From an optimization exercise on the open Yosys and OpenROAD flow, aimed at small area, a short achievable clock period and few clock cycles; shortcuts taken in it are not production practice. The RTL was checked by simulation tests, not by an equivalence proof against the original design.

## flow/design.v (module list and top-level ports; edited modules follow where they fit)
// module pll_solver: 898 lines
module pll_solver (
    input  wire        clk,
    input  wire        rst_n,
    input  wire        in_valid,
    output reg         in_ready,
    input  wire [31:0] in_t,
    output reg         out_valid,
    input  wire        out_ready,
    output reg         out_found,
    output reg  [7:0]  out_fb,
    output reg  [1:0]  out_refdiv,
    output reg  [2:0]  out_post1,
    output reg  [2:0]  out_post2,
    output reg         out_hf,
    output reg  [12:0] out_f_num,
    output reg  [6:0]  out_f_den,
    output reg  [87:0] out_frame
);
  // ...
==> flow/run.sh <==
#!/bin/bash
# synth_recipe.tcl (not shown) runs the flow's synth.tcl, then flattens the netlist and writes it again
# the make line also repeats each setting of config.mk as NAME=value (left out here)
make -C /OpenROAD-flow-scripts/flow DESIGN_CONFIG=/design/flow/config.mk WORK_HOME=/design/flow/orfs CLKGATE_MAP_FILE= SYNTH_SCRIPT=/design/flow/synth_recipe.tcl finish
==> flow/config.mk <==
export PLATFORM = sky130hd
export DESIGN_NAME = pll_solver
export DESIGN_NICKNAME = pll_solver
export VERILOG_FILES = /design/flow/design.v
export SDC_FILE = /design/flow/constraint.sdc
export NUM_CORES = 4
export LEC_CHECK = 0
export ABC_AREA = 1
export CAP_MARGIN = 20
export CORE_MARGIN = 2
export CORE_UTILIZATION = 55
export PLACE_DENSITY = 0.7
export SLEW_MARGIN = 20
==> flow/constraint.sdc <==
create_clock -name core_clock -period 38.0 [get_ports {clk}]
set_input_delay 7.6000 -clock core_clock [delete_from_list [all_inputs] [get_ports {clk}]]
set_output_delay 7.6000 -clock core_clock [all_outputs]
set_load 0.01 [all_outputs]
==> impl_metrics.ini, run 1 <==
[worst_hold_path]
min_from = big1

[die]
num_rows = 143
start_util = 0.555

[routing]
postRouteAntennaNets = 0
drt-total-wl_um = 276000

[global_route]
met3_usage = 0.0378
globalRouteMet2Util = 0.548
grt_overflow_total = 0
grt_pass1_wl_um = 422000
grt_use_total = 0.347

[placement]
io_buffers = 97
routabilityCongestion = 1.01

[worst_setup_path]
worstPathArrival_ps = 1690
critPathMaxFanout = 2
reg2regPathDepth = 31
cp.depth = 1
worstReg2RegEnd = ga_key_r[9]

[layout]
clock_buffers = 132
fin_util = 0.598
seq_share = 0.206
multi_input_area_share = 0.641
seq_cells = 857
multi_input_area_um2 = 58300
layout.cells.most_common_list = nand2_1 (2027), inv_1 (1659), ha_1 (1401)

[sta]
tightest_slew_ps = 1130
setup_viol = 0
maxSlewViolCount = 0

[clocking]
cts_sinks = 857
postCtsResizedCells = 0

[run_status]
status = timing/DRC/antenna clean

[yosys]
synth.area.top_cells = ha_1 (21%), dfxtp_1 (17%), nand2_1 (9.0%)
yosys_warnings = 1
synthMuxAreaShare = 0.00240

[job]
drv_cap = 0
Testbench counts, summed over its fixed seeds: cycles 2,456.
==> run 2, diff against run 1 <==
--- a/flow/design.v
+++ b/flow/design.v
@@ -74,21 +74,21 @@
         end
     endfunction
     function [35:0] ccar;
         input [35:0] a, b, c;
         begin
             ccar = {((a[34:0] & b[34:0]) | (a[34:0] & c[34:0]) | (b[34:0] & c[34:0])), 1'b0};
         end
     endfunction
-    localparam integer DEPTH = 7;
+    localparam integer DEPTH = 6;
     reg  [3:0]  cnt;
     reg  [3:0]  fcnt;
     reg  [2:0]  wr_ptr, rd_ptr;
-    reg  [4:0]  vld;
+    reg  [3:0]  vld;
     wire        acc  = in_valid & in_ready;
     wire        pop  = out_valid & out_ready;
     wire [3:0]  cnt_n = cnt + {3'd0, acc} - {3'd0, pop};
     reg  [28:0] x;
     reg         big0;
     always @(posedge clk) begin
         x    <= in_t[28:0];
         big0 <= |in_t[31:29];
@@ -518,24 +518,39 @@
     always @(*) begin
         s9_u = s9_u3; s9_ord = 6'd7; s9_s = s9_I[12]; s9_mag = {{3{1'b0}}, s9_I[11:0] ^ {12{s9_I[12]}}};
         if (s9_ok0) begin s9_u = s9_u0; s9_ord = 6'd50; s9_s = s9_I[15]; s9_mag = s9_I[14:0] ^ {15{s9_I[15]}}; end
         if (s9_ok1) begin s9_u = s9_u1; s9_ord = 6'd22; s9_s = s9_I[14]; s9_mag = {{1{1'b0}}, s9_I[13:0] ^ {14{s9_I[14]}}}; end
         if (s9_ok2) begin s9_u = s9_u2; s9_ord = 6'd10; s9_s = s9_I[13]; s9_mag = {{2{1'b0}}, s9_I[12:0] ^ {13{s9_I[13]}}}; end
     end
     wire [35:0] s9_m36 = {21'd0, s9_mag};
     wire [4:0]  s9_g = s9_s ? (5'd25 - s9_f) : s9_f;
-    wire [35:0] cs23_s = csum((s9_m36 << 4), (s9_m36 << 3), s9_m36);
-    wire [35:0] cs23_c = ccar((s9_m36 << 4), (s9_m36 << 3), s9_m36);
-    wire [35:0] cs24_s = csum({31'd0, s9_g}, cs23_s, cs23_c);
-    wire [35:0] cs24_c = ccar({31'd0, s9_g}, cs23_s, cs23_c);
-    wire [35:0] s9_v36 = cs24_s + cs24_c + {35'd0, 1'b0};
-    wire [20:0] s9_v = s9_v36[20:0];
-    wire        s9_ok = s9_val & ~le32(32'd589824, {11'd0, s9_v}) & ~big2;    
-    wire [27:0] s9_key = {~s9_ok, s9_v, s9_ord};
+    wire [10:0] s9_cg;
+    assign s9_cg[0] = (s9_g == 5'd1) | (s9_g == 5'd3) | (s9_g == 5'd5) | (s9_g == 5'd7) | (s9_g == 5'd9) | (s9_g == 5'd11) | (s9_g == 5'd13) | (s9_g == 5'd15) | (s9_g == 5'd17) | (s9_g == 5'd19) | (s9_g == 5'd21) | (s9_g == 5'd23) | (s9_g == 5'd25);
+    assign s9_cg[1] = (s9_g == 5'd2) | (s9_g == 5'd3) | (s9_g == 5'd6) | (s9_g == 5'd7) | (s9_g == 5'd10) | (s9_g == 5'd11) | (s9_g == 5'd14) | (s9_g == 5'd15) | (s9_g == 5'd18) | (s9_g == 5'd19) | (s9_g == 5'd22) | (s9_g == 5'd23);
+    assign s9_cg[2] = (s9_g == 5'd4) | (s9_g == 5'd5) | (s9_g == 5'd6) | (s9_g == 5'd7) | (s9_g == 5'd12) | (s9_g == 5'd13) | (s9_g == 5'd14) | (s9_g == 5'd15) | (s9_g == 5'd20) | (s9_g == 5'd21) | (s9_g == 5'd22) | (s9_g == 5'd23);
+    assign s9_cg[3] = (s9_g == 5'd8) | (s9_g == 5'd9) | (s9_g == 5'd10) | (s9_g == 5'd11) | (s9_g == 5'd12) | (s9_g == 5'd13) | (s9_g == 5'd14) | (s9_g == 5'd15) | (s9_g == 5'd24) | (s9_g == 5'd25);
+    assign s9_cg[4] = (s9_g == 5'd1) | (s9_g == 5'd3) | (s9_g == 5'd5) | (s9_g == 5'd7) | (s9_g == 5'd9) | (s9_g == 5'd11) | (s9_g == 5'd13) | (s9_g == 5'd15) | (s9_g == 5'd16) | (s9_g == 5'd18) | (s9_g == 5'd20) | (s9_g == 5'd22) | (s9_g == 5'd24);
+    assign s9_cg[5] = (s9_g == 5'd1) | (s9_g == 5'd2) | (s9_g == 5'd5) | (s9_g == 5'd6) | (s9_g == 5'd9) | (s9_g == 5'd10) | (s9_g == 5'd13) | (s9_g == 5'd14) | (s9_g == 5'd18) | (s9_g == 5'd19) | (s9_g == 5'd22) | (s9_g == 5'd23);
+    assign s9_cg[6] = (s9_g == 5'd2) | (s9_g == 5'd4) | (s9_g == 5'd5) | (s9_g == 5'd7) | (s9_g == 5'd10) | (s9_g == 5'd12) | (s9_g == 5'd13) | (s9_g == 5'd15) | (s9_g == 5'd17) | (s9_g == 5'd18) | (s9_g == 5'd20) | (s9_g == 5'd23) | (s9_g == 5'd25);
+    assign s9_cg[7] = (s9_g == 5'd3) | (s9_g == 5'd4) | (s9_g == 5'd5) | (s9_g == 5'd8) | (s9_g == 5'd9) | (s9_g == 5'd10) | (s9_g == 5'd14) | (s9_g == 5'd15) | (s9_g == 5'd19) | (s9_g == 5'd20) | (s9_g == 5'd24) | (s9_g == 5'd25);
+    assign s9_cg[8] = (s9_g == 5'd6) | (s9_g == 5'd7) | (s9_g == 5'd8) | (s9_g == 5'd9) | (s9_g == 5'd10) | (s9_g == 5'd16) | (s9_g == 5'd17) | (s9_g == 5'd18) | (s9_g == 5'd19) | (s9_g == 5'd20);
+    assign s9_cg[9] = (s9_g == 5'd11) | (s9_g == 5'd12) | (s9_g == 5'd13) | (s9_g == 5'd14) | (s9_g == 5'd15) | (s9_g == 5'd16) | (s9_g == 5'd17) | (s9_g == 5'd18) | (s9_g == 5'd19) | (s9_g == 5'd20);
+    assign s9_cg[10] = (s9_g == 5'd21) | (s9_g == 5'd22) | (s9_g == 5'd23) | (s9_g == 5'd24) | (s9_g == 5'd25);
+    wire [35:0] cs23_s = csum(s9_m36, (s9_m36 << 3), ~(s9_m36 << 6));
+    wire [35:0] cs23_c = ccar(s9_m36, (s9_m36 << 3), ~(s9_m36 << 6));
+    wire [35:0] cs24_s = csum((s9_m36 << 8), (s9_m36 << 10), {25'd0, s9_cg});
+    wire [35:0] cs24_c = ccar((s9_m36 << 8), (s9_m36 << 10), {25'd0, s9_cg});
+    wire [35:0] cs25_s = csum(cs23_s, cs23_c, cs24_s);
+    wire [35:0] cs25_c = ccar(cs23_s, cs23_c, cs24_s);
+    wire [35:0] cs26_s = csum(cs24_c, cs25_s, cs25_c);
+    wire [35:0] cs26_c = ccar(cs24_c, cs25_s, cs25_c);
+    wire [35:0] s9_E36 = cs26_s + cs26_c + {35'd0, 1'b1};
+    wire        s9_ok = s9_val & ~le32(32'd28901376, s9_E36[31:0]) & ~big2;    
+    wire [31:0] s9_key = {~s9_ok, s9_E36[24:0], s9_ord};
     wire [4:0] s15_f;
     assign s15_f[0] = (b2 == 5'd1) | (b2 == 5'd2) | (b2 == 5'd6) | (b2 == 5'd7) | (b2 == 5'd11) | (b2 == 5'd12) | (b2 == 5'd16) | (b2 == 5'd17) | (b2 == 5'd21) | (b2 == 5'd22);
     assign s15_f[1] = (b2 == 5'd1) | (b2 == 5'd4) | (b2 == 5'd6) | (b2 == 5'd9) | (b2 == 5'd11) | (b2 == 5'd14) | (b2 == 5'd16) | (b2 == 5'd19) | (b2 == 5'd21) | (b2 == 5'd24);
     assign s15_f[2] = (b2 == 5'd1) | (b2 == 5'd2) | (b2 == 5'd3) | (b2 == 5'd6) | (b2 == 5'd7) | (b2 == 5'd8) | (b2 == 5'd11) | (b2 == 5'd12) | (b2 == 5'd13) | (b2 == 5'd16) | (b2 == 5'd17) | (b2 == 5'd18) | (b2 == 5'd21) | (b2 == 5'd22) | (b2 == 5'd23);
     assign s15_f[3] = (b2 == 5'd1) | (b2 == 5'd4) | (b2 == 5'd6) | (b2 == 5'd9) | (b2 == 5'd11) | (b2 == 5'd14) | (b2 == 5'd16) | (b2 == 5'd19) | (b2 == 5'd21) | (b2 == 5'd24);
     assign s15_f[4] = (b2 == 5'd3) | (b2 == 5'd8) | (b2 == 5'd13) | (b2 == 5'd18) | (b2 == 5'd23);
     wire [8:0]  s15_u0 = s15_I[23:15];
     wire [8:0]  s15_u1 = s15_I[22:14];
@@ -551,19 +566,19 @@
         if (s15_ok1) begin s15_u = s15_u1; s15_ord = 6'd15; s15_s = s15_I[14]; s15_mag = {{1{1'b0}}, s15_I[13:0] ^ {14{s15_I[14]}}}; end
     end
     wire [35:0] s15_m36 = {21'd0, s15_mag};
     wire [4:0]  s15_g = s15_s ? (5'd25 - s15_f) : s15_f;
     wire [2:0] s15_g5;
     assign s15_g5[0] = (s15_g == 5'd5) | (s15_g == 5'd15) | (s15_g == 5'd25);
     assign s15_g5[1] = (s15_g == 5'd10) | (s15_g == 5'd15);
     assign s15_g5[2] = (s15_g == 5'd20) | (s15_g == 5'd25);
-    wire [35:0] cs25_s = csum((s15_m36 << 2), s15_m36, {33'd0, s15_g5});
-    wire [35:0] cs25_c = ccar((s15_m36 << 2), s15_m36, {33'd0, s15_g5});
-    wire [35:0] s15_v36 = cs25_s + cs25_c + {35'd0, 1'b0};
+    wire [35:0] cs27_s = csum((s15_m36 << 2), s15_m36, {33'd0, s15_g5});
+    wire [35:0] cs27_c = ccar((s15_m36 << 2), s15_m36, {33'd0, s15_g5});
+    wire [35:0] s15_v36 = cs27_s + cs27_c + {35'd0, 1'b0};
     wire [20:0] s15_v = s15_v36[20:0];
     wire        s15_ok = s15_val & ~big2;
     wire [27:0] s15_key = {~s15_ok, s15_v, s15_ord};
     wire [4:0] s21_f;
     assign s21_f[0] = (b2 == 5'd1) | (b2 == 5'd2) | (b2 == 5'd3) | (b2 == 5'd4) | (b2 == 5'd5) | (b2 == 5'd6) | (b2 == 5'd13) | (b2 == 5'd14) | (b2 == 5'd15) | (b2 == 5'd16) | (b2 == 5'd17) | (b2 == 5'd18);
     assign s21_f[1] = (b2 == 5'd7) | (b2 == 5'd8) | (b2 == 5'd9) | (b2 == 5'd10) | (b2 == 5'd11) | (b2 == 5'd12) | (b2 == 5'd13) | (b2 == 5'd14) | (b2 == 5'd15) | (b2 == 5'd16) | (b2 == 5'd17) | (b2 == 5'd18);
     assign s21_f[2] = (b2 == 5'd1) | (b2 == 5'd3) | (b2 == 5'd5) | (b2 == 5'd7) | (b2 == 5'd9) | (b2 == 5'd11) | (b2 == 5'd13) | (b2 == 5'd15) | (b2 == 5'd17) | (b2 == 5'd20) | (b2 == 5'd22) | (b2 == 5'd24);
     assign s21_f[3] = (b2 == 5'd3) | (b2 == 5'd4) | (b2 == 5'd9) | (b2 == 5'd10) | (b2 == 5'd15) | (b2 == 5'd16) | (b2 == 5'd19) | (b2 == 5'd22) | (b2 == 5'd23);
@@ -578,24 +593,37 @@
     reg  [14:0] s21_mag;
     always @(*) begin
         s21_u = s21_u2; s21_ord = 6'd1; s21_s = s21_I[13]; s21_mag = {{2{1'b0}}, s21_I[12:0] ^ {13{s21_I[13]}}};
         if (s21_ok0) begin s21_u = s21_u0; s21_ord = 6'd32; s21_s = s21_I[15]; s21_mag = s21_I[14:0] ^ {15{s21_I[15]}}; end
         if (s21_ok1) begin s21_u = s21_u1; s21_ord = 6'd4; s21_s = s21_I[14]; s21_mag = {{1{1'b0}}, s21_I[13:0] ^ {14{s21_I[14]}}}; end
     end
     wire [35:0] s21_m36 = {21'd0, s21_mag};
     wire [4:0]  s21_g = s21_s ? (5'd25 - s21_f) : s21_f;
-    wire [35:0] cs26_s = csum((s21_m36 << 4), (s21_m36 << 3), s21_m36);
-    wire [35:0] cs26_c = ccar((s21_m36 << 4), (s21_m36 << 3), s21_m36);
-    wire [35:0] cs27_s = csum({31'd0, s21_g}, cs26_s, cs26_c);
-    wire [35:0] cs27_c = ccar({31'd0, s21_g}, cs26_s, cs26_c);
-    wire [35:0] s21_v36 = cs27_s + cs27_c + {35'd0, 1'b0};
-    wire [20:0] s21_v = s21_v36[20:0];
+    wire [10:0] s21_cg;
+    assign s21_cg[0] = (s21_g == 5'd1) | (s21_g == 5'd3) | (s21_g == 5'd5) | (s21_g == 5'd7) | (s21_g == 5'd9) | (s21_g == 5'd11) | (s21_g == 5'd13) | (s21_g == 5'd15) | (s21_g == 5'd17) | (s21_g == 5'd19) | (s21_g == 5'd21) | (s21_g == 5'd23) | (s21_g == 5'd25);
+    assign s21_cg[1] = (s21_g == 5'd2) | (s21_g == 5'd3) | (s21_g == 5'd6) | (s21_g == 5'd7) | (s21_g == 5'd10) | (s21_g == 5'd11) | (s21_g == 5'd14) | (s21_g == 5'd15) | (s21_g == 5'd18) | (s21_g == 5'd19) | (s21_g == 5'd22) | (s21_g == 5'd23);
+    assign s21_cg[2] = (s21_g == 5'd1) | (s21_g == 5'd3) | (s21_g == 5'd4) | (s21_g == 5'd6) | (s21_g == 5'd9) | (s21_g == 5'd11) | (s21_g == 5'd12) | (s21_g == 5'd14) | (s21_g == 5'd17) | (s21_g == 5'd19) | (s21_g == 5'd20) | (s21_g == 5'd22) | (s21_g == 5'd25);
+    assign s21_cg[3] = (s21_g == 5'd2) | (s21_g == 5'd3) | (s21_g == 5'd5) | (s21_g == 5'd6) | (s21_g == 5'd8) | (s21_g == 5'd9) | (s21_g == 5'd12) | (s21_g == 5'd15) | (s21_g == 5'd18) | (s21_g == 5'd19) | (s21_g == 5'd21) | (s21_g == 5'd22) | (s21_g == 5'd24) | (s21_g == 5'd25);
+    assign s21_cg[4] = (s21_g == 5'd1) | (s21_g == 5'd3) | (s21_g == 5'd4) | (s21_g == 5'd6) | (s21_g == 5'd7) | (s21_g == 5'd9) | (s21_g == 5'd10) | (s21_g == 5'd12) | (s21_g == 5'd13) | (s21_g == 5'd15) | (s21_g == 5'd16) | (s21_g == 5'd18) | (s21_g == 5'd21) | (s21_g == 5'd24);
+    assign s21_cg[5] = (s21_g == 5'd2) | (s21_g == 5'd3) | (s21_g == 5'd5) | (s21_g == 5'd6) | (s21_g == 5'd8) | (s21_g == 5'd9) | (s21_g == 5'd11) | (s21_g == 5'd12) | (s21_g == 5'd14) | (s21_g == 5'd15) | (s21_g == 5'd17) | (s21_g == 5'd18) | (s21_g == 5'd20) | (s21_g == 5'd21) | (s21_g == 5'd23) | (s21_g == 5'd24);
+    assign s21_cg[6] = (s21_g == 5'd4) | (s21_g == 5'd5) | (s21_g == 5'd6) | (s21_g == 5'd10) | (s21_g == 5'd11) | (s21_g == 5'd12) | (s21_g == 5'd16) | (s21_g == 5'd17) | (s21_g == 5'd18) | (s21_g == 5'd22) | (s21_g == 5'd23) | (s21_g == 5'd24);
+    assign s21_cg[7] = (s21_g == 5'd7) | (s21_g == 5'd8) | (s21_g == 5'd9) | (s21_g == 5'd10) | (s21_g == 5'd11) | (s21_g == 5'd12) | (s21_g == 5'd19) | (s21_g == 5'd20) | (s21_g == 5'd21) | (s21_g == 5'd22) | (s21_g == 5'd23) | (s21_g == 5'd24);
+    assign s21_cg[8] = (s21_g == 5'd13) | (s21_g == 5'd14) | (s21_g == 5'd15) | (s21_g == 5'd16) | (s21_g == 5'd17) | (s21_g == 5'd18) | (s21_g == 5'd19) | (s21_g == 5'd20) | (s21_g == 5'd21) | (s21_g == 5'd22) | (s21_g == 5'd23) | (s21_g == 5'd24);
+    assign s21_cg[9] = (s21_g == 5'd25);
+    assign s21_cg[10] = 1'b0;
+    wire [35:0] cs28_s = csum(s21_m36, ~(s21_m36 << 2), (s21_m36 << 4));
+    wire [35:0] cs28_c = ccar(s21_m36, ~(s21_m36 << 2), (s21_m36 << 4));
+    wire [35:0] cs29_s = csum((s21_m36 << 9), {25'd0, s21_cg}, cs28_s);
+    wire [35:0] cs29_c = ccar((s21_m36 << 9), {25'd0, s21_cg}, cs28_s);
+    wire [35:0] cs30_s = csum(cs28_c, cs29_s, cs29_c);
+    wire [35:0] cs30_c = ccar(cs28_c, cs29_s, cs29_c);
+    wire [35:0] s21_E36 = cs30_s + cs30_c + {35'd0, 1'b1};
     wire        s21_ok = s21_val & ~big2;
-    wire [27:0] s21_key = {~s21_ok, s21_v, s21_ord};
+    wire [31:0] s21_key = {~s21_ok, s21_E36[24:0], s21_ord};
     wire [4:0] s25_f;
     assign s25_f[0] = 1'b0;
     assign s25_f[1] = 1'b0;
     assign s25_f[2] = 1'b0;
     assign s25_f[3] = 1'b0;
     assign s25_f[4] = 1'b0;
     wire [8:0]  s25_u0 = s25_I[23:15];
     wire [8:0]  s25_u1 = s25_I[22:14];
@@ -631,19 +659,19 @@
         if (s35_ok0) begin s35_u = s35_u0; s35_ord = 6'd30; s35_s = s35_I[15]; s35_mag = s35_I[14:0] ^ {15{s35_I[15]}}; end
     end
     wire [35:0] s35_m36 = {21'd0, s35_mag};
     wire [4:0]  s35_g = s35_s ? (5'd25 - s35_f) : s35_f;
     wire [2:0] s35_g5;
     assign s35_g5[0] = (s35_g == 5'd5) | (s35_g == 5'd15) | (s35_g == 5'd25);
     assign s35_g5[1] = (s35_g == 5'd10) | (s35_g == 5'd15);
     assign s35_g5[2] = (s35_g == 5'd20) | (s35_g == 5'd25);
-    wire [35:0] cs28_s = csum((s35_m36 << 2), s35_m36, {33'd0, s35_g5});
-    wire [35:0] cs28_c = ccar((s35_m36 << 2), s35_m36, {33'd0, s35_g5});
-    wire [35:0] s35_v36 = cs28_s + cs28_c + {35'd0, 1'b0};
+    wire [35:0] cs31_s = csum((s35_m36 << 2), s35_m36, {33'd0, s35_g5});
+    wire [35:0] cs31_c = ccar((s35_m36 << 2), s35_m36, {33'd0, s35_g5});
+    wire [35:0] s35_v36 = cs31_s + cs31_c + {35'd0, 1'b0};
     wire [20:0] s35_v = s35_v36[20:0];
     wire        s35_ok = s35_val & ~big2;
     wire [27:0] s35_key = {~s35_ok, s35_v, s35_ord};
     wire [4:0] s49_f;
     assign s49_f[0] = (b2 == 5'd2) | (b2 == 5'd4) | (b2 == 5'd6) | (b2 == 5'd8) | (b2 == 5'd10) | (b2 == 5'd12) | (b2 == 5'd14) | (b2 == 5'd16) | (b2 == 5'd18) | (b2 == 5'd20) | (b2 == 5'd22) | (b2 == 5'd24);
     assign s49_f[1] = (b2 == 5'd2) | (b2 == 5'd3) | (b2 == 5'd6) | (b2 == 5'd7) | (b2 == 5'd10) | (b2 == 5'd11) | (b2 == 5'd14) | (b2 == 5'd15) | (b2 == 5'd18) | (b2 == 5'd19) | (b2 == 5'd22) | (b2 == 5'd23);
     assign s49_f[2] = (b2 == 5'd2) | (b2 == 5'd3) | (b2 == 5'd4) | (b2 == 5'd5) | (b2 == 5'd10) | (b2 == 5'd11) | (b2 == 5'd12) | (b2 == 5'd13) | (b2 == 5'd18) | (b2 == 5'd19) | (b2 == 5'd20) | (b2 == 5'd21);
     assign s49_f[3] = (b2 == 5'd1) | (b2 == 5'd10) | (b2 == 5'd11) | (b2 == 5'd12) | (b2 == 5'd13) | (b2 == 5'd14) | (b2 == 5'd15) | (b2 == 5'd16) | (b2 == 5'd17);
@@ -656,24 +684,35 @@
     reg         s49_s;
     reg  [14:0] s49_mag;
     always @(*) begin
         s49_u = s49_u1; s49_ord = 6'd0; s49_s = s49_I[14]; s49_mag = {{1{1'b0}}, s49_I[13:0] ^ {14{s49_I[14]}}};
         if (s49_ok0) begin s49_u = s49_u0; s49_ord = 6'd28; s49_s = s49_I[15]; s49_mag = s49_I[14:0] ^ {15{s49_I[15]}}; end
     end
     wire [35:0] s49_m36 = {21'd0, s49_mag};
     wire [4:0]  s49_g = s49_s ? (5'd25 - s49_f) : s49_f;
-    wire [35:0] cs29_s = csum((s49_m36 << 4), (s49_m36 << 3), s49_m36);
-    wire [35:0] cs29_c = ccar((s49_m36 << 4), (s49_m36 << 3), s49_m36);
-    wire [35:0] cs30_s = csum({31'd0, s49_g}, cs29_s, cs29_c);
-    wire [35:0] cs30_c = ccar({31'd0, s49_g}, cs29_s, cs29_c);
-    wire [35:0] s49_v36 = cs30_s + cs30_c + {35'd0, 1'b0};
-    wire [20:0] s49_v = s49_v36[20:0];
+    wire [10:0] s49_cg;
+    assign s49_cg[0] = (s49_g == 5'd1) | (s49_g == 5'd3) | (s49_g == 5'd5) | (s49_g == 5'd7) | (s49_g == 5'd9) | (s49_g == 5'd11) | (s49_g == 5'd13) | (s49_g == 5'd15) | (s49_g == 5'd17) | (s49_g == 5'd19) | (s49_g == 5'd21) | (s49_g == 5'd23) | (s49_g == 5'd25);
+    assign s49_cg[1] = (s49_g == 5'd2) | (s49_g == 5'd3) | (s49_g == 5'd6) | (s49_g == 5'd7) | (s49_g == 5'd10) | (s49_g == 5'd11) | (s49_g == 5'd14) | (s49_g == 5'd15) | (s49_g == 5'd18) | (s49_g == 5'd19) | (s49_g == 5'd22) | (s49_g == 5'd23);
+    assign s49_cg[2] = (s49_g == 5'd4) | (s49_g == 5'd5) | (s49_g == 5'd6) | (s49_g == 5'd7) | (s49_g == 5'd12) | (s49_g == 5'd13) | (s49_g == 5'd14) | (s49_g == 5'd15) | (s49_g == 5'd20) | (s49_g == 5'd21) | (s49_g == 5'd22) | (s49_g == 5'd23);
+    assign s49_cg[3] = (s49_g == 5'd1) | (s49_g == 5'd3) | (s49_g == 5'd5) | (s49_g == 5'd7) | (s49_g == 5'd8) | (s49_g == 5'd10) | (s49_g == 5'd12) | (s49_g == 5'd14) | (s49_g == 5'd17) | (s49_g == 5'd19) | (s49_g == 5'd21) | (s49_g == 5'd23) | (s49_g == 5'd24);
+    assign s49_cg[4] = (s49_g == 5'd2) | (s49_g == 5'd3) | (s49_g == 5'd6) | (s49_g == 5'd7) | (s49_g == 5'd9) | (s49_g == 5'd10) | (s49_g == 5'd13) | (s49_g == 5'd14) | (s49_g == 5'd16) | (s49_g == 5'd17) | (s49_g == 5'd20) | (s49_g == 5'd21) | (s49_g == 5'd24);
+    assign s49_cg[5] = (s49_g == 5'd4) | (s49_g == 5'd5) | (s49_g == 5'd6) | (s49_g == 5'd7) | (s49_g == 5'd11) | (s49_g == 5'd12) | (s49_g == 5'd13) | (s49_g == 5'd14) | (s49_g == 5'd18) | (s49_g == 5'd19) | (s49_g == 5'd20) | (s49_g == 5'd21) | (s49_g == 5'd25);
+    assign s49_cg[6] = (s49_g == 5'd8) | (s49_g == 5'd9) | (s49_g == 5'd10) | (s49_g == 5'd11) | (s49_g == 5'd12) | (s49_g == 5'd13) | (s49_g == 5'd14) | (s49_g == 5'd22) | (s49_g == 5'd23) | (s49_g == 5'd24) | (s49_g == 5'd25);
+    assign s49_cg[7] = (s49_g == 5'd15) | (s49_g == 5'd16) | (s49_g == 5'd17) | (s49_g == 5'd18) | (s49_g == 5'd19) | (s49_g == 5'd20) | (s49_g == 5'd21) | (s49_g == 5'd22) | (s49_g == 5'd23) | (s49_g == 5'd24) | (s49_g == 5'd25);
+    assign s49_cg[8] = 1'b0;
+    assign s49_cg[9] = 1'b0;
+    assign s49_cg[10] = 1'b0;
+    wire [35:0] cs32_s = csum(s49_m36, ~(s49_m36 << 5), (s49_m36 << 8));
+    wire [35:0] cs32_c = ccar(s49_m36, ~(s49_m36 << 5), (s49_m36 << 8));
+    wire [35:0] cs33_s = csum({25'd0, s49_cg}, cs32_s, cs32_c);
+    wire [35:0] cs33_c = ccar({25'd0, s49_cg}, cs32_s, cs32_c);
+    wire [35:0] s49_E36 = cs33_s + cs33_c + {35'd0, 1'b1};
     wire        s49_ok = s49_val & ~big2;
-    wire [27:0] s49_key = {~s49_ok, s49_v, s49_ord};
+    wire [31:0] s49_key = {~s49_ok, s49_E36[24:0], s49_ord};
     wire        ga_ab = le32({4'd0, s1_key}, {4'd0, s5_key});
     wire        ga_ac = le32({4'd0, s1_key}, {4'd0, s25_key});
     wire        ga_bc = le32({4'd0, s5_key}, {4'd0, s25_key});
     wire        ga_sa = ga_ab & ga_ac;
     wire        ga_sb = ~ga_ab & ga_bc;
     wire [27:0] ga_key = ga_sa ? s1_key : (ga_sb ? s5_key : s25_key);
     wire [8:0]  ga_u = ga_sa ? s1_u : (ga_sb ? s5_u : s25_u);
     wire        gb_a = le32({4'd0, s3_key}, {4'd0, s15_key});
@@ -686,108 +725,88 @@
     reg  [8:0]  ga_u_r;
     always @(posedge clk) begin ga_key_r <= ga_key; ga_u_r <= ga_u; end
     reg  [27:0] gb_key_r;
     reg  [8:0]  gb_u_r;
     always @(posedge clk) begin gb_key_r <= gb_key; gb_u_r <= gb_u; end
     reg  [27:0] gc_key_r;
     reg  [8:0]  gc_u_r;
     always @(posedge clk) begin gc_key_r <= gc_key; gc_u_r <= gc_u; end
-    reg  [27:0] s9_key_r;
+    reg  [31:0] s9_key_r;
     reg  [8:0]  s9_u_r;
     always @(posedge clk) begin s9_key_r <= s9_key; s9_u_r <= s9_u; end
-    reg  [27:0] s21_key_r;
+    reg  [31:0] s21_key_r;
     reg  [8:0]  s21_u_r;
     always @(posedge clk) begin s21_key_r <= s21_key; s21_u_r <= s21_u; end
-    reg  [27:0] s49_key_r;
+    reg  [31:0] s49_key_r;
     reg  [8:0]  s49_u_r;
     always @(posedge clk) begin s49_key_r <= s49_key; s49_u_r <= s49_u; end
     wire [35:0] e441_v36 = {15'd0, ga_key_r[26:6]};
-    wire [35:0] cs31_s = csum(e441_v36, ~(e441_v36 << 3), ~(e441_v36 << 6));
-    wire [35:0] cs31_c = ccar(e441_v36, ~(e441_v36 << 3), ~(e441_v36 << 6));
-    wire [35:0] cs32_s = csum((e441_v36 << 9), 36'd1, cs31_s);
-    wire [35:0] cs32_c = ccar((e441_v36 << 9), 36'd1, cs31_s);
-    wire [35:0] cs33_s = csum(cs31_c, cs32_s, cs32_c);
-    wire [35:0] cs33_c = ccar(cs31_c, cs32_s, cs32_c);
-    wire [35:0] e441_E36 = cs33_s + cs33_c + {35'd0, 1'b1};
+    wire [35:0] cs34_s = csum(e441_v36, ~(e441_v36 << 3), ~(e441_v36 << 6));
+    wire [35:0] cs34_c = ccar(e441_v36, ~(e441_v36 << 3), ~(e441_v36 << 6));
+    wire [35:0] cs35_s = csum((e441_v36 << 9), 36'd1, cs34_s);
+    wire [35:0] cs35_c = ccar((e441_v36 << 9), 36'd1, cs34_s);
+    wire [35:0] cs36_s = csum(cs34_c, cs35_s, cs35_c);
+    wire [35:0] cs36_c = ccar(cs34_c, cs35_s, cs35_c);
+    wire [35:0] e441_E36 = cs36_s + cs36_c + {35'd0, 1'b1};
     wire [31:0] e441_key = {ga_key_r[27], e441_E36[24:0], ga_key_r[5:0]};
     wire [35:0] e147_v36 = {15'd0, gb_key_r[26:6]};
-    wire [35:0] cs34_s = csum(~e147_v36, (e147_v36 << 2), (e147_v36 << 4));
-    wire [35:0] cs34_c = ccar(~e147_v36, (e147_v36 << 2), (e147_v36 << 4));
-    wire [35:0] cs35_s = csum((e147_v36 << 7), cs34_s, cs34_c);
-    wire [35:0] cs35_c = ccar((e147_v36 << 7), cs34_s, cs34_c);
-    wire [35:0] e147_E36 = cs35_s + cs35_c + {35'd0, 1'b1};
+    wire [35:0] cs37_s = csum(~e147_v36, (e147_v36 << 2), (e147_v36 << 4));
+    wire [35:0] cs37_c = ccar(~e147_v36, (e147_v36 << 2), (e147_v36 << 4));
+    wire [35:0] cs38_s = csum((e147_v36 << 7), cs37_s, cs37_c);
+    wire [35:0] cs38_c = ccar((e147_v36 << 7), cs37_s, cs37_c);
+    wire [35:0] e147_E36 = cs38_s + cs38_c + {35'd0, 1'b1};
     wire [31:0] e147_key = {gb_key_r[27], e147_E36[24:0], gb_key_r[5:0]};
     wire [35:0] e63_v36 = {15'd0, gc_key_r[26:6]};
     wire [35:0] e63_E36 = ~e63_v36 + (e63_v36 << 6) + {35'd0, 1'b1};
     wire [31:0] e63_key = {gc_key_r[27], e63_E36[24:0], gc_key_r[5:0]};
-    wire [35:0] e49_v36 = {15'd0, s9_key_r[26:6]};
-    wire [35:0] cs36_s = csum(e49_v36, ~(e49_v36 << 4), (e49_v36 << 6));
-    wire [35:0] cs36_c = ccar(e49_v36, ~(e49_v36 << 4), (e49_v36 << 6));
-    wire [35:0] e49_E36 = cs36_s + cs36_c + {35'd0, 1'b1};
-    wire [31:0] e49_key = {s9_key_r[27], e49_E36[24:0], s9_key_r[5:0]};
-    wire [35:0] e21_v36 = {15'd0, s21_key_r[26:6]};
-    wire [35:0] cs37_s = csum(e21_v36, (e21_v36 << 2), (e21_v36 << 4));
-    wire [35:0] cs37_c = ccar(e21_v36, (e21_v36 << 2), (e21_v36 << 4));
-    wire [35:0] e21_E36 = cs37_s + cs37_c + {35'd0, 1'b0};
-    wire [31:0] e21_key = {s21_key_r[27], e21_E36[24:0], s21_key_r[5:0]};
-    wire [35:0] e9_v36 = {15'd0, s49_key_r[26:6]};
-    wire [35:0] e9_E36 = e9_v36 + (e9_v36 << 3) + {35'd0, 1'b0};
-    wire [31:0] e9_key = {s49_key_r[27], e9_E36[24:0], s49_key_r[5:0]};
-    wire        m1_a = le32(e441_key, e147_key);
-    wire [31:0] m1_key = m1_a ? e441_key : e147_key;
-    wire [8:0]  m1_u = m1_a ? ga_u_r : gb_u_r;
-    wire        m2_a = le32(e63_key, e49_key);
-    wire [31:0] m2_key = m2_a ? e63_key : e49_key;
-    wire [8:0]  m2_u = m2_a ? gc_u_r : s9_u_r;
-    wire        m3_a = le32(e21_key, e9_key);
-    wire [31:0] m3_key = m3_a ? e21_key : e9_key;
-    wire [8:0]  m3_u = m3_a ? s21_u_r : s49_u_r;
-    reg  [31:0] m1_key_r;
-    reg  [8:0]  m1_u_r;
-    always @(posedge clk) begin m1_key_r <= m1_key; m1_u_r <= m1_u; end
-    reg  [31:0] m2_key_r;
-    reg  [8:0]  m2_u_r;
-    always @(posedge clk) begin m2_key_r <= m2_key; m2_u_r <= m2_u; end
-    reg  [31:0] m3_key_r;
-    reg  [8:0]  m3_u_r;
-    always @(posedge clk) begin m3_key_r <= m3_key; m3_u_r <= m3_u; end
-    wire        m4_a = le32(m1_key_r, m2_key_r);
-    wire [31:0] m4_key = m4_a ? m1_key_r : m2_key_r;
-    wire [8:0]  m4_u = m4_a ? m1_u_r : m2_u_r;
-    wire        m5_a = le32(m4_key, m3_key_r);
-    wire [31:0] m5_key = m5_a ? m4_key : m3_key_r;
-    wire [8:0]  m5_u = m5_a ? m4_u : m3_u_r;
+    wire        ma_ab = le32(e441_key, e147_key);
+    wire        ma_ac = le32(e441_key, e63_key);
+    wire        ma_bc = le32(e147_key, e63_key);
+    wire        ma_sa = ma_ab & ma_ac;
+    wire        ma_sb = ~ma_ab & ma_bc;
+    wire [31:0] ma_key = ma_sa ? e441_key : (ma_sb ? e147_key : e63_key);
+    wire [8:0]  ma_u = ma_sa ? ga_u_r : (ma_sb ? gb_u_r : gc_u_r);
+    wire        mb_ab = le32(s9_key_r, s21_key_r);
+    wire        mb_ac = le32(s9_key_r, s49_key_r);
+    wire        mb_bc = le32(s21_key_r, s49_key_r);
+    wire        mb_sa = mb_ab & mb_ac;
+    wire        mb_sb = ~mb_ab & mb_bc;
+    wire [31:0] mb_key = mb_sa ? s9_key_r : (mb_sb ? s21_key_r : s49_key_r);
+    wire [8:0]  mb_u = mb_sa ? s9_u_r : (mb_sb ? s21_u_r : s49_u_r);
+    wire        m5_a = le32(ma_key, mb_key);
+    wire [31:0] m5_key = m5_a ? ma_key : mb_key;
+    wire [8:0]  m5_u = m5_a ? ma_u : mb_u;
     wire        r_found = !m5_key[31];
     wire [8:0]  r_u     = m5_u;    
     wire [5:0]  r_ord   = m5_key[5:0];
     localparam integer LIMIT = DEPTH + 1;
     reg  [15:0] fifo [0:DEPTH-1];
-    wire        wr   = vld[4];
+    wire        wr   = vld[3];
     wire        nempty = (fcnt != 0);
     wire        load_n = nempty & ~out_valid;       
     wire        load   = pop ? nempty : load_n;
     wire [3:0]  fcnt_w = fcnt + {3'd0, wr};
     wire [3:0]  fcnt_p = fcnt_w - {3'd0, nempty};
     wire [3:0]  fcnt_n = fcnt_w - {3'd0, load_n};
     wire [2:0]  rd_inc = (rd_ptr == DEPTH - 1) ? 3'd0 : rd_ptr + 3'd1;
     wire [2:0]  rd_p   = nempty ? rd_inc : rd_ptr;
     wire [2:0]  rd_n   = load_n ? rd_inc : rd_ptr;
     wire        cnt_lt  = (cnt < LIMIT);
     wire        cnt_lt1 = (cnt < LIMIT - 1);
     always @(posedge clk) begin
         if (wr) fifo[wr_ptr] <= {r_found, r_u, r_ord};
     end
     always @(posedge clk) begin
         if (!rst_n) begin
-            vld <= 5'd0;
+            vld <= 4'd0;
             cnt <= 4'd0; in_ready <= 1'b1; out_valid <= 1'b0;
             wr_ptr <= 3'd0; rd_ptr <= 3'd0; fcnt <= 4'd0;
         end else begin
-            vld <= {vld[3:0], acc};
+            vld <= {vld[2:0], acc};
             case ({acc, pop})
                 2'b10:   begin cnt <= cnt + 4'd1; in_ready <= cnt_lt1; end
                 2'b01:   begin cnt <= cnt - 4'd1; in_ready <= 1'b1;    end
                 default: begin                   in_ready <= cnt_lt;  end
             endcase
             if (wr) wr_ptr <= (wr_ptr == DEPTH - 1) ? 3'd0 : wr_ptr + 3'd1;
             rd_ptr <= pop ? rd_p : rd_n;
             fcnt <= pop ? fcnt_p : fcnt_n;
==> run 2 against run 1 <==
Compared with the run above: still clean; clock skew is 38 ps higher; wire length shrank 1.7%; global-route usage is 0.72 points higher; final cell count decreased by 2.8%; register-to-register slack worse by 390 ps; count of clock-buffer cells in the layout shrank 23; via count fell by 2.4%; setup slack got worse by 63 ps; critical path type unchanged; largest cell class unchanged; highest routed layer is now met5.
==> impl_metrics.ini, run 2 <==
[run_status]
status = timing/DRC/antenna clean

[die]
die-area_um2 = 151000
num_io_pins = 164
start_util = 0.552
num_rows = 141
die_x_um = 388
die_y_um = 388
core_um2 = 147000

[job]
drv_cap = 0

[yosys]
ys_seq_area_frac = 0.198
yosysTopAreaCell = ha_1
ys_async_sr_fraction = 0
synth-edff-count = 142
yosysMostFrequentCell = nand2_1
synth_commonest_cells = nand2_1 (1924), inv_1 (1644), ha_1 (1426), a21oi_1 (903), nor2_1 (747)
synth.area.top_cells = ha_1 (22%), dfxtp_1 (15%), nand2_1 (8.9%)
synth-seq-cells = 731
synth_top_area_share = 0.219
yosys_warnings = 1
synth_top_flop_cell = dfxtp_1
netlist_area_um2 = 81300
syn_area_per_cell_um2 = 7.59
syn-instance-count = 10700
yosysUniqueCellTypes = 74

[layout]
nFillCells = 13700
drive_gt1_frac = 0.0357
regArea_um2 = 16100
layout.cells.most_common_list = nand2_1 (1920), inv_1 (1644), ha_1 (1426)
final_common_cell = nand2_1
fin_nets = 12600
top_register = fifo
multi_input_area_um2 = 58000
top_regs = fifo: 96 flops, s9_key_r: 31 flops
synthToLayoutAreaGrowth_pct = 7.62
largest_reg_flops = 96

[clocking]
cts_hold_buf = 0
cts_setup_buffers = 0
htree_levels = 3
postCtsResizedCells = 0
cts_sinks = 731
cts_root_buffer = clkbuf_16
clockBufferDepth = 3
clk_latency_ps = 760
cts_tree = done
clk_pin_slew_worst_paths_ps = 70
cts_buffers = 85

[worst_setup_path]
cpLargestDelayFamily = buffers and inverters
cpMaxStageDelayCell = clkdlybuf4s50_1
worstSetupStartpointType = flip-flop
cp.buffers_inverters = 1
critical_path.cell_chain = clkdlybuf4s50_1
worstPathRequired_ps = 30400
max_stage_delay_ps = 570
critPathMaxFanout = 3
endpoint_kind = output port
worstPathArrival_ps = 1760
crit_type = flip-flop to output port

[routing]
postRouteAntennaNets = 0
drt-total-wl_um = 271000
drt-vias-per-instance = 5.72
dr.pass1.iters = 8
vias = 73500
wl_per_cell_um = 21.1
drc = 0
drt_iter0_drc = 6266

[sta]
final_hold_viol_count = 0
finClkSkew_ps = 103
tightest_slew_ps = 1290
fin_tns_setup_ps = 0
maxSlewViolCount = 0
rsz0062_at_grt = false
period_minus_slack_ps = 9360
timing.slew.headroom = 0.129
fmax_mhz = 107
setup_viol = 0
min_period_over_period = 0.246

[global_route]
grt_pass1_wl_um = 413000
grt_use_total = 0.354
grt_overflow_total = 0
antenna_found_initial = 15
grt_pass1_vias = 70200
grt_max_degree = 68

[placement]
routabilityCongestion = 1.04
dp_hpwl_um = 228000
io_buffers = 97

[worst_hold_path]
worstHoldPathType = flip-flop to flip-flop
run 2: metrics by stage:
stage                util  area [um2]  hold slack [ps]  cells  setup slack [ps]
CTS                 0.594       87500              336  12800             28580
floorplan               -       81500              310  10800             27450
global placement    0.573       84500              314  12700             28400
finish              0.594       87500              334  12800             28640
detailed placement  0.573       84500              322  12700             28300
global route        0.594       87500              336  12800             28190
run 2: cell type report:
class / instances / share of cell area
Sequential cell: 731 / 0.184
Multi-Input combinational cell: 8137 / 0.663
Inverter: 1693 / 0.0727
Clock buffer: 109 / 0.0273
Tap cell: 1930 / 0.0276
Timing Repair Buffer: 184 / 0.0186
Antenna cell: 3 / 0.0000858
Clock inverter: 49 / 0.00707
run 2: worst reg2reg max path, delay by kind of cell (launching register included):
| family | cells | cell delay [ps] |
|---|---|---|
| flops | 1 | 790 |
| fa+ha+maj | 5 | 1580 |
| compound gates | 11 | 2340 |
| xor+xnor | 1 | 360 |
| simple gates | 19 | 2260 |
| buf+inv | 6 | 1510 |
run 2: layer usage:
layer,vias up,wire [um],GRT usage
li1,35700,-,-
met1,34500,120000,0.476
met3,529,19100,0.0491
met2,2674,118000,0.560
met4,8,14800,0.167
met5,-,55,0
run 2: final timing paths:
| kind | cells after the start | startpoint | endpoint | slack (ps) |
|---|---|---|---|---|
| hold / removal | 0 | big1 | big2 | 330 |
| hold reg to reg | 0 | big1 | big2 | 330 |
| setup / recovery | 1 | out_f_num[0] | out_fb[0] | 28640 |
| setup reg to reg | 42 | ga_key_r[6] | fifo[0][7] | 28850 |
run 2: logic make-up (layout without fill, tap and decap cells):
family          count (synthesis)  after routing  synth area share
simple gates                 3541           3541             0.184
compound gates               2047           2047             0.143
buf+inv                      1904           2035            0.0929
fa+ha+maj                    1775           1775             0.305
flops                         731            731             0.198
xor+xnor                      707            707            0.0773
other cells                     2             69         0.0000924
mux                             1              1          0.000123
Testbench counts of run 2, summed over its fixed seeds: cycles 2,448.

[afterwards: timing with drivers on the ports]
Ports are ideal in the flow. The routed layouts listed here were re-timed in OpenROAD.
Step 1 assumes that a clkbuf_16 drives the clock port and a buf_2 every other input.
Step 2, shift: input delay + t, output delay - t, t = (earliest + latest rising clock arrival at the registers) / 2. This alone moves slack from input paths to output paths.
Three values: ideal, step 1, step 2; two values: the first two.
run | shift t [ns] | setup slack, ns | worst setup path at the end | clock arrival spread, ns | cell pins on the clock port's net
run 1 | 0.820 | 28.708 / 28.616 / 28.462 | input to register | 0.070 / 0.070 | 1
run 2 | 0.785 | 28.645 / 28.562 / 28.353 | input to register | 0.109 / 0.109 | 1
After both steps setup and hold are still met in every run listed. For run 2, which loses most, drivers alone change the setup slack by -0.083 ns; drivers and shift together by -0.292 ns.
